This is an optimization exercise on Yosys and OpenROAD, whose aim is small area and a short achievable clock period, not a production implementation.
The RTL was checked by simulation tests, not by an equivalence proof against the original design.

// fft_butterfly_r2
module fft_butterfly_r2 (
    input  wire        clk,
    input  wire        rst,
    input  wire        in_valid,
    input  wire        inverse,
    input  wire [31:0] a_re,
    input  wire [31:0] a_im,
    input  wire [31:0] b_re,
    input  wire [31:0] b_im,
    input  wire [31:0] w_re,
    input  wire [31:0] w_im,
    output reg         out_valid,
    output reg  [31:0] x0_re,
    output reg  [31:0] x0_im,
    output reg  [31:0] x1_re,
    output reg  [31:0] x1_im
);
Settings: LEC_CHECK=0, CAP_MARGIN=5, CORE_MARGIN=2, CORE_UTILIZATION=63, SETUP_SLACK_MARGIN=2, SLEW_MARGIN=5, SYNTH_HIERARCHICAL=1; clock period 80.0 ns.
standard.sh (not shown) runs the stock make flow with config.mk's settings and CLKGATE_MAP_FILE= SYNTH_SCRIPT=/design/flow/synth_recipe.tcl, a recipe that flattens the netlist after the stock synthesis.
==> flow/flow/run.sh <==
#!/bin/bash
# Layout flow: the standard synthesis, then the standard layout
# steps (floorplan, place, cts, route, finish) with these settings changed:
#  - ports are buffered with buf_1 cells (repair upsizes them where the
#    timing needs it) instead of the resizer's default choice, a slow
#    delay cell;
#  - the clock tree clusters at most 15 flip-flops within 50 um under each
#    leaf buffer (clkbuf_8), and adds no dummy loads.
# Each step's full output goes to a log file of its own in this folder.
set -euo pipefail
SETUP_MARGIN=62.35
KNOBS=("SETUP_SLACK_MARGIN=$SETUP_MARGIN"
       "BUFFER_PORTS_ARGS=-buffer_cell sky130_fd_sc_hd__buf_1"
       "CTS_ARGS=-sink_clustering_enable -repair_clock_nets -sink_clustering_size 15 -sink_clustering_max_diameter 50 -sink_clustering_buffer sky130_fd_sc_hd__clkbuf_8 -dont_use_dummy_load")
bash standard.sh synth > synth.log 2>&1
bash standard.sh "${KNOBS[@]}" floorplan > floorplan.log 2>&1
bash standard.sh "${KNOBS[@]}" place > place.log 2>&1
bash standard.sh "${KNOBS[@]}" cts > cts.log 2>&1
bash standard.sh "${KNOBS[@]}" finish > finish.log 2>&1
Change:
==> flow/flow/run.sh (replaced) <==
#!/bin/bash
# Layout flow: the standard synthesis, then the standard layout
# steps (floorplan, place, cts, route, finish) with these changes:
#  - ports are buffered with buf_1 cells instead of the resizer's default
#    choice, a slow delay cell;
#  - before detailed placement, the output port buffers and the
#    flip-flops that drive them are upsized to drive strength 2
#    (flow/size_outputs.tcl);
#  - the clock tree clusters at most 15 flip-flops within 50 um under each
#    leaf buffer (clkbuf_8), and adds no dummy loads.
# Each step's full output goes to a log file of its own in this folder.
set -euo pipefail
SETUP_MARGIN=62.45
KNOBS=("SETUP_SLACK_MARGIN=$SETUP_MARGIN"
       "BUFFER_PORTS_ARGS=-buffer_cell sky130_fd_sc_hd__buf_1"
       "CTS_ARGS=-sink_clustering_enable -repair_clock_nets -sink_clustering_size 15 -sink_clustering_max_diameter 50 -sink_clustering_buffer sky130_fd_sc_hd__clkbuf_8 -dont_use_dummy_load")
RES="$PWD/orfs/results/$FLOW_PLATFORM/fft_butterfly_r2/base"
bash standard.sh synth > synth.log 2>&1
bash standard.sh "${KNOBS[@]}" floorplan > floorplan.log 2>&1
bash standard.sh "${KNOBS[@]}" "$RES/3_4_place_resized.odb" > place_gp.log 2>&1
SIZE_LIB="$FLOW_HOME/platforms/$FLOW_PLATFORM/lib/sky130_fd_sc_hd__tt_025C_1v80.lib" \
SIZE_ODB="$RES/3_4_place_resized.odb" \
    openroad -no_init -exit flow/size_outputs.tcl > size_outputs.log 2>&1
bash standard.sh "${KNOBS[@]}" place > place.log 2>&1
bash standard.sh "${KNOBS[@]}" cts > cts.log 2>&1
bash standard.sh "${KNOBS[@]}" finish > finish.log 2>&1
==> flow/flow/size_outputs.tcl (new file) <==
# Upsize the flip-flops that drive output ports, and the output port
# buffers, from drive strength 1 to 2 (cell types unchanged). Runs on the
# placement before detailed placement, which then legalizes it.
read_liberty $::env(SIZE_LIB)
read_db $::env(SIZE_ODB)
set nbuf 0
set nff 0
foreach port [get_ports -filter "direction==output"] {
  set net [get_nets [get_full_name $port]]
  foreach pin [get_pins -of_objects $net -filter "direction==output"] {
    set inst [get_cells -of_objects $pin]
    if {[get_property $inst ref_name] eq "sky130_fd_sc_hd__buf_1"} {
      replace_cell $inst sky130_fd_sc_hd__buf_2
      incr nbuf
    }
    foreach ipin [get_pins -of_objects $inst -filter "direction==input"] {
      set inet [get_nets -of_objects $ipin]
      foreach dpin [get_pins -of_objects $inet -filter "direction==output"] {
        set ff [get_cells -of_objects $dpin]
        if {[get_property $ff ref_name] eq "sky130_fd_sc_hd__dfxtp_1"} {
          replace_cell $ff sky130_fd_sc_hd__dfxtp_2
          incr nff
        }
      }
    }
  }
}
puts "resized $nbuf output buffers and $nff flip-flops"
write_db $::env(SIZE_ODB)
Settings changed: CORE_UTILIZATION 63 to 60.
- The new run completed with no timing, DRC or antenna violations
- worst setup slack is better by 53 ps
- utilization decreases by 2.9 points
- sequential cell count stays the same

==> afterwards: timing with drivers on the ports <==
No port has a modelled driver above. Below, the same layouts with a new extraction and two added sets of constraints. Step 1, drivers: a clkbuf_16 drives clk and a buf_2 each remaining input, both assumed. Step 2 moves the port delays by t, midway between the first and last clock arrival at a register: inputs arrive t later, outputs are due t later. That takes back most of the time a late clock gives input paths. Slacks: no drivers / after step 1 / after step 2; pairs: no drivers / after step 1.
run | t, ns | slack for setup (ns) | worst data-port slew with drivers (ns)
the first run | 0.764 | 62.738 / 62.632 / 63.279 | 0.07
the second run | 0.782 | 62.791 / 62.694 / 63.357 | 0.07
After both steps every run listed still meets setup and hold.
